Context: an optimization exercise on an open-source flow, tuned for small area, a short achievable clock period and few clock cycles per item. The choices shown serve that exercise and are no tape-out recipe. Function was checked by simulation only, so behaviour that the tests miss may differ from the original. Power is estimated from default activity; no workload was simulated.

==> inputs of run a <==
// sfn_fau
module sfn_fau (
    input  wire        clk,
    input  wire        rst,       
    input  wire        start,     
    input  wire [7:0]  opc,
    input  wire [30:0] q,         
    input  wire [31:0] a0,
    input  wire [31:0] a1,
    input  wire [31:0] b0,
    input  wire [31:0] b1,
    output wire        ready,
    output reg         done,
    output reg  [3:0]  err,
    output wire [30:0] res0,
    output wire [30:0] res1
);
==> flow/config.mk <==
export PLATFORM = sky130hd
export DESIGN_NAME = sfn_fau
export DESIGN_NICKNAME = sfn_fau
export VERILOG_FILES = /design/flow/design.v
export SDC_FILE = /design/flow/constraint.sdc
export NUM_CORES = 8
export LEC_CHECK = 0
export CAP_MARGIN = 20
export CORE_MARGIN = 2
export CORE_UTILIZATION = 45
export SETUP_SLACK_MARGIN = 4.5
export SLEW_MARGIN = 20
==> flow/constraint.sdc <==
create_clock -name core_clock -period 11.0 [get_ports {clk}]
set_input_delay 2.2000 -clock core_clock [delete_from_list [all_inputs] [get_ports {clk}]]
set_output_delay 2.2000 -clock core_clock [all_outputs]
set_load 0.01 [all_outputs]
run.sh (not shown) runs the stock make flow with config.mk's settings and CLKGATE_MAP_FILE= SYNTH_SCRIPT=/design/flow/synth_recipe.tcl, a recipe that flattens the netlist after the stock synthesis.
==> inputs of run b, as changes to run a <==
--- a/flow/design.v
+++ b/flow/design.v
@@ -396,11 +396,11 @@
         S_KM4  = 6'd11, S_KM5  = 6'd12,                 S_KM6  = 6'd14,
         S_KM7  = 6'd15,                 S_KM8  = 6'd17, S_KM9  = 6'd18,
         S_I1   = 6'd19, S_I2   = 6'd20, S_I3   = 6'd21, S_I3B  = 6'd22,
         S_I4   = 6'd23, S_I5   = 6'd24, S_I6   = 6'd25, S_I7   = 6'd26,
         S_I8   = 6'd27,
-        S_GW   = 6'd28,                 S_GMW  = 6'd30, S_FX0  = 6'd31,
+        S_GW   = 6'd28, S_GM   = 6'd29, S_GMW  = 6'd30, S_FX0  = 6'd31,
         S_FX1  = 6'd32,
         S_PRE1 = 6'd48, S_PRE2 = 6'd49,
         S_SQ0  = 6'd33, S_POW  = 6'd34, S_SQ1  = 6'd35, S_SQ2  = 6'd36,
         S_R5   = 6'd37, S_R6   = 6'd38, S_R6B  = 6'd39, S_R6C  = 6'd40,
         S_R7   = 6'd41, S_R8   = 6'd42, S_R8B  = 6'd43, S_R8C  = 6'd44,
@@ -413,10 +413,11 @@
     reg [3:0]  qpr;
     reg [31:0] x0, x1, x2, x3;
     reg [30:0] z;                
     reg [5:0]  zsk;              
     reg [4:0]  tbr;              
+    reg [4:0]  qtop;             
     assign ready = rdy;
     assign res0  = x0[30:0];
     assign res1  = x1[30:0];
     wire [30:0] w0 = x0[30:0], w1 = x1[30:0], w2 = x2[30:0], w3 = x3[30:0];
     function [3:0] qpf(input [3:0] qq);
@@ -551,13 +552,12 @@
     wire [32:0] d2 = {1'b0, u2, 1'b0} - {2'b0, qr};
     wire [30:0] u4 = d2[32] ? {u2[29:0], 1'b0} : d2[30:0];
     wire        dbl_done = (gm == G_DBL) && (gcnt == 6'd0);
     wire        jdone = (gm == G_JAC) && gstop;
     wire        jsq   = uz || !jt;
-    wire        dgo = (st == S_IDLE) && start && (opc == OP_FMUL || opc == OP_F2MUL);
-    wire [4:0]  qtop = topbit({1'b0, q});                   
-    wire [6:0]  ndbl = ((opc == OP_FMUL) ? 7'd48 : 7'd64) - {2'b0, qtop};
+    reg         dgo;
+    wire [6:0]  ndbl = ((op == OP_FMUL) ? 7'd48 : 7'd64) - {2'b0, qtop};
     wire [30:0] dbl0 = ndbl[0] ? (31'd1 << (qtop - 5'd1)) : (31'd1 << qtop);
     wire [5:0]  dcyc = ndbl[6:1] + {5'd0, ndbl[0]};
     reg         g_div, g_jac, g_off;
     reg  [1:0]  g_src;                    
     reg         g_za1;                    
@@ -715,31 +715,25 @@
         S_I6: if (mrv) begin
             mgo = 1'b1; ma_sel = 3'd1; mb_sel = 3'd2; wx0 = 3'd2; nst = S_I7;
         end
         S_I7: if (mrv) begin wx1 = 3'd2; nst = S_I8; end
         S_I8: begin wx1 = 3'd1; d_done = 1'b1; nst = S_IDLE; end                         
-        S_GW: if (gstop) begin
-            mgo = 1'b1; ma_sel = u1 ? 3'd3 : 3'd2; mb_sel = 3'd5; nst = S_GMW;
+        S_GW: if (gstop) nst = S_GM;
+        S_GM: begin
+            mgo = 1'b1; ma_sel = gsel ? 3'd2 : 3'd3; mb_sel = 3'd5; nst = S_GMW;
         end
         S_GMW: if (mrv) begin
             if (fxd) wx2 = 3'd2; else wx0 = 3'd2;
-            if (gsel || zsk != 6'd0) nst = S_FX0;
-            else if (gret == S_FIN) begin d_done = 1'b1; nst = S_IDLE; end
-            else nst = gret;
+            nst = (gsel || zsk != 6'd0) ? S_FX0 : gret;
         end
         S_FX0: begin                                                                      
             if (fxd) wx2 = 3'd1; else wx0 = 3'd1;
-            if (zsk != 6'd0) nst = S_FX1;
-            else if (fret == S_FIN) begin d_done = 1'b1; nst = S_IDLE; end
-            else nst = fret;
+            nst = (zsk == 6'd0) ? fret : S_FX1;
         end
         S_FX1: begin                                                                      
             if (fxd) wx2 = 3'd1; else wx0 = 3'd1;
-            if (zsk == 6'd1) begin
-                if (fret == S_FIN) begin d_done = 1'b1; nst = S_IDLE; end
-                else nst = fret;
-            end
+            if (zsk == 6'd1) nst = fret;
         end
         S_SQ0: begin
             g_jac = 1'b1; g_src = 2'd0;
             p_start = 1'b1; p_b = 1'b0; p_ret = S_SQ1;
             p_jact = (op == OP_FSQRT) ? 2'd1 : 2'd0;
@@ -817,14 +811,12 @@
             if (tbr == 5'd0)
                 nst = p_ret;
             else if (win) begin                                          
                 mgo = 1'b1; ma_sel = p_b ? 3'd2 : 3'd0; mb_sel = p_b ? 3'd2 : 3'd0;
                 nst = S_PRE1;
-            end else begin                                               
-                mgo = 1'b1; ma_sel = p_b ? 3'd2 : 3'd0; mb_sel = p_b ? 3'd2 : 3'd0;
+            end else
                 nst = S_POW;
-            end
         end
         if (g_div) begin
             wx2 = 3'd3; wx3 = 3'd4;
         end
     end
@@ -832,10 +824,11 @@
         if (rst) begin
             st   <= S_IDLE;
             rdy  <= 1'b1;
             done <= 1'b0;
             gm   <= G_OFF;
+            dgo  <= 1'b0;
         end else begin
             done <= d_done;
             if (d_done) err <= d_err;
             fr <= fuc((st == S_IDLE) ? S_CHK : nst, (st == S_IDLE) ? opc : op,
                       set_fx ? n_fxd : fxd, (st == S_GW) ? !u1 : gsel);
@@ -880,11 +873,13 @@
                 3'd6: x3 <= {x3[30:0], 1'b0};
                 3'd7: x3 <= {x3[29:0], 2'b0};
                 default: ;
                 endcase
             end
+            dgo <= (st == S_CHK) && (op == OP_FMUL || op == OP_F2MUL);
             if (st == S_CHK) begin
+                qtop <= topbit({1'b0, qr});
                 q3r  <= {2'b00, qr} + {1'b0, qr, 1'b0};
                 tbr  <= topbit(qp1) - 5'd2;
             end
             if (set_gret) gret <= n_gret;
             if (set_fx) begin fret <= n_fret; fxd <= n_fxd; end
@@ -908,25 +903,16 @@
                 pbase  <= p_b;
                 jact   <= p_jact;
                 pret   <= p_ret;
                 prib   <= (tbr == 5'd0);
                 pwin   <= win;
-                if (win) begin
-                    pi     <= tbm1;
-                    eb0    <= esh[tbm1];
-                    eb1    <= (tbm1 != 5'd0) && esh[tbm2];
-                    pdone  <= 1'b0;
-                    pp     <= 2'd0;
-                    pfirst <= 1'b1;
-                end else begin           
-                    pi     <= tbm2;
-                    eb0    <= esh[tbm2];
-                    eb1    <= (tbm2 != 5'd0) && esh[tbr - 5'd3];
-                    pdone  <= (tbm1 == 5'd0);
-                    pp     <= esh[tbm1] ? 2'd1 : 2'd0;
-                    pfirst <= 1'b0;
-                end
+                pi     <= tbm1;
+                eb0    <= esh[tbm1];
+                eb1    <= (tbm1 != 5'd0) && esh[tbm2];
+                pdone  <= 1'b0;
+                pp     <= 2'd0;
+                pfirst <= 1'b1;
             end else if (st == S_PRE2 && mrv) begin
                 if (eb0) begin                   
                     pfirst <= 1'b0;
                     pdone  <= (pi == 5'd0);
                     pi     <= pim1;
- CORE_UTILIZATION: 45 -> 35
==> inputs of run c, as changes to run a <==
--- a/flow/design.v
+++ b/flow/design.v
@@ -396,11 +396,11 @@
         S_KM4  = 6'd11, S_KM5  = 6'd12,                 S_KM6  = 6'd14,
         S_KM7  = 6'd15,                 S_KM8  = 6'd17, S_KM9  = 6'd18,
         S_I1   = 6'd19, S_I2   = 6'd20, S_I3   = 6'd21, S_I3B  = 6'd22,
         S_I4   = 6'd23, S_I5   = 6'd24, S_I6   = 6'd25, S_I7   = 6'd26,
         S_I8   = 6'd27,
-        S_GW   = 6'd28,                 S_GMW  = 6'd30, S_FX0  = 6'd31,
+        S_GW   = 6'd28, S_GM   = 6'd29, S_GMW  = 6'd30, S_FX0  = 6'd31,
         S_FX1  = 6'd32,
         S_PRE1 = 6'd48, S_PRE2 = 6'd49,
         S_SQ0  = 6'd33, S_POW  = 6'd34, S_SQ1  = 6'd35, S_SQ2  = 6'd36,
         S_R5   = 6'd37, S_R6   = 6'd38, S_R6B  = 6'd39, S_R6C  = 6'd40,
         S_R7   = 6'd41, S_R8   = 6'd42, S_R8B  = 6'd43, S_R8C  = 6'd44,
@@ -413,10 +413,11 @@
     reg [3:0]  qpr;
     reg [31:0] x0, x1, x2, x3;
     reg [30:0] z;                
     reg [5:0]  zsk;              
     reg [4:0]  tbr;              
+    reg [4:0]  qtop;             
     assign ready = rdy;
     assign res0  = x0[30:0];
     assign res1  = x1[30:0];
     wire [30:0] w0 = x0[30:0], w1 = x1[30:0], w2 = x2[30:0], w3 = x3[30:0];
     function [3:0] qpf(input [3:0] qq);
@@ -551,13 +552,12 @@
     wire [32:0] d2 = {1'b0, u2, 1'b0} - {2'b0, qr};
     wire [30:0] u4 = d2[32] ? {u2[29:0], 1'b0} : d2[30:0];
     wire        dbl_done = (gm == G_DBL) && (gcnt == 6'd0);
     wire        jdone = (gm == G_JAC) && gstop;
     wire        jsq   = uz || !jt;
-    wire        dgo = (st == S_IDLE) && start && (opc == OP_FMUL || opc == OP_F2MUL);
-    wire [4:0]  qtop = topbit({1'b0, q});                   
-    wire [6:0]  ndbl = ((opc == OP_FMUL) ? 7'd48 : 7'd64) - {2'b0, qtop};
+    reg         dgo;
+    wire [6:0]  ndbl = ((op == OP_FMUL) ? 7'd48 : 7'd64) - {2'b0, qtop};
     wire [30:0] dbl0 = ndbl[0] ? (31'd1 << (qtop - 5'd1)) : (31'd1 << qtop);
     wire [5:0]  dcyc = ndbl[6:1] + {5'd0, ndbl[0]};
     reg         g_div, g_jac, g_off;
     reg  [1:0]  g_src;                    
     reg         g_za1;                    
@@ -715,31 +715,25 @@
         S_I6: if (mrv) begin
             mgo = 1'b1; ma_sel = 3'd1; mb_sel = 3'd2; wx0 = 3'd2; nst = S_I7;
         end
         S_I7: if (mrv) begin wx1 = 3'd2; nst = S_I8; end
         S_I8: begin wx1 = 3'd1; d_done = 1'b1; nst = S_IDLE; end                         
-        S_GW: if (gstop) begin
-            mgo = 1'b1; ma_sel = u1 ? 3'd3 : 3'd2; mb_sel = 3'd5; nst = S_GMW;
+        S_GW: if (gstop) nst = S_GM;
+        S_GM: begin
+            mgo = 1'b1; ma_sel = gsel ? 3'd2 : 3'd3; mb_sel = 3'd5; nst = S_GMW;
         end
         S_GMW: if (mrv) begin
             if (fxd) wx2 = 3'd2; else wx0 = 3'd2;
-            if (gsel || zsk != 6'd0) nst = S_FX0;
-            else if (gret == S_FIN) begin d_done = 1'b1; nst = S_IDLE; end
-            else nst = gret;
+            nst = (gsel || zsk != 6'd0) ? S_FX0 : gret;
         end
         S_FX0: begin                                                                      
             if (fxd) wx2 = 3'd1; else wx0 = 3'd1;
-            if (zsk != 6'd0) nst = S_FX1;
-            else if (fret == S_FIN) begin d_done = 1'b1; nst = S_IDLE; end
-            else nst = fret;
+            nst = (zsk == 6'd0) ? fret : S_FX1;
         end
         S_FX1: begin                                                                      
             if (fxd) wx2 = 3'd1; else wx0 = 3'd1;
-            if (zsk == 6'd1) begin
-                if (fret == S_FIN) begin d_done = 1'b1; nst = S_IDLE; end
-                else nst = fret;
-            end
+            if (zsk == 6'd1) nst = fret;
         end
         S_SQ0: begin
             g_jac = 1'b1; g_src = 2'd0;
             p_start = 1'b1; p_b = 1'b0; p_ret = S_SQ1;
             p_jact = (op == OP_FSQRT) ? 2'd1 : 2'd0;
@@ -817,14 +811,12 @@
             if (tbr == 5'd0)
                 nst = p_ret;
             else if (win) begin                                          
                 mgo = 1'b1; ma_sel = p_b ? 3'd2 : 3'd0; mb_sel = p_b ? 3'd2 : 3'd0;
                 nst = S_PRE1;
-            end else begin                                               
-                mgo = 1'b1; ma_sel = p_b ? 3'd2 : 3'd0; mb_sel = p_b ? 3'd2 : 3'd0;
+            end else
                 nst = S_POW;
-            end
         end
         if (g_div) begin
             wx2 = 3'd3; wx3 = 3'd4;
         end
     end
@@ -832,10 +824,11 @@
         if (rst) begin
             st   <= S_IDLE;
             rdy  <= 1'b1;
             done <= 1'b0;
             gm   <= G_OFF;
+            dgo  <= 1'b0;
         end else begin
             done <= d_done;
             if (d_done) err <= d_err;
             fr <= fuc((st == S_IDLE) ? S_CHK : nst, (st == S_IDLE) ? opc : op,
                       set_fx ? n_fxd : fxd, (st == S_GW) ? !u1 : gsel);
@@ -880,11 +873,13 @@
                 3'd6: x3 <= {x3[30:0], 1'b0};
                 3'd7: x3 <= {x3[29:0], 2'b0};
                 default: ;
                 endcase
             end
+            dgo <= (st == S_CHK) && (op == OP_FMUL || op == OP_F2MUL);
             if (st == S_CHK) begin
+                qtop <= topbit({1'b0, qr});
                 q3r  <= {2'b00, qr} + {1'b0, qr, 1'b0};
                 tbr  <= topbit(qp1) - 5'd2;
             end
             if (set_gret) gret <= n_gret;
             if (set_fx) begin fret <= n_fret; fxd <= n_fxd; end
@@ -908,25 +903,16 @@
                 pbase  <= p_b;
                 jact   <= p_jact;
                 pret   <= p_ret;
                 prib   <= (tbr == 5'd0);
                 pwin   <= win;
-                if (win) begin
-                    pi     <= tbm1;
-                    eb0    <= esh[tbm1];
-                    eb1    <= (tbm1 != 5'd0) && esh[tbm2];
-                    pdone  <= 1'b0;
-                    pp     <= 2'd0;
-                    pfirst <= 1'b1;
-                end else begin           
-                    pi     <= tbm2;
-                    eb0    <= esh[tbm2];
-                    eb1    <= (tbm2 != 5'd0) && esh[tbr - 5'd3];
-                    pdone  <= (tbm1 == 5'd0);
-                    pp     <= esh[tbm1] ? 2'd1 : 2'd0;
-                    pfirst <= 1'b0;
-                end
+                pi     <= tbm1;
+                eb0    <= esh[tbm1];
+                eb1    <= (tbm1 != 5'd0) && esh[tbm2];
+                pdone  <= 1'b0;
+                pp     <= 2'd0;
+                pfirst <= 1'b1;
             end else if (st == S_PRE2 && mrv) begin
                 if (eb0) begin                   
                     pfirst <= 1'b0;
                     pdone  <= (pi == 5'd0);
                     pi     <= pim1;
- CORE_UTILIZATION: 45 -> 35
- SETUP_SLACK_MARGIN: 4.5 -> 4
==> results.txt <==
Via count: run a > run b > run c. The highest sequential share of layout area belongs to run c, the lowest to run a. The highest worst setup slack belongs to run b, the lowest to run c. Run c ran to the end with no violations. Run a ran to the end with no violations. Run b produced a clean layout. Sequential power is about the same in run c and run a. Against run c, the routed wire length of run a is larger by 4.0%. Of run a and run c, run c has the higher die area (gap 21%, measured against run c). In run b the first-iteration DRC count is smaller than in run a, by about 6%. Between run b and run c, the lower hold slack is in run b (gap 0.036 ns).
Testbench counts of run a, summed over its fixed seeds: cycles 63,893, ops 1,600.
Testbench counts of run b, summed over its fixed seeds: cycles 65,694, ops 1,600.
Testbench counts of run c, summed over its fixed seeds: cycles 65,694, ops 1,600.

## static timing again, ports no longer ideal
How much do the figures lean on ideal ports? The routed layouts below were timed once more, with nothing changed but the port constraints. Step 1: set_driving_cell puts a clkbuf_16 on clk and a buf_2 on each other input, an assumption about the parent block. Step 2 times the ports against the registers' clock, not the clock port: input delays grow and output delays shrink by t, the midpoint of the rising clock arrivals with the driver on. a / b / c = ideal / step 1 / step 2; a / b = the first two.
run	t, ns	slack for setup (ns)	worst setup path at the end	worst register clock-pin slew, ns
run a	0.814	3.864 / 3.864 / 3.864	register to register	0.07 / 0.07
run b	0.849	3.952 / 3.952 / 3.952	register to register	0.07 / 0.07
run c	0.820	3.710 / 3.710 / 3.710	register to register	0.07 / 0.07
After both steps every run listed still meets setup and hold.
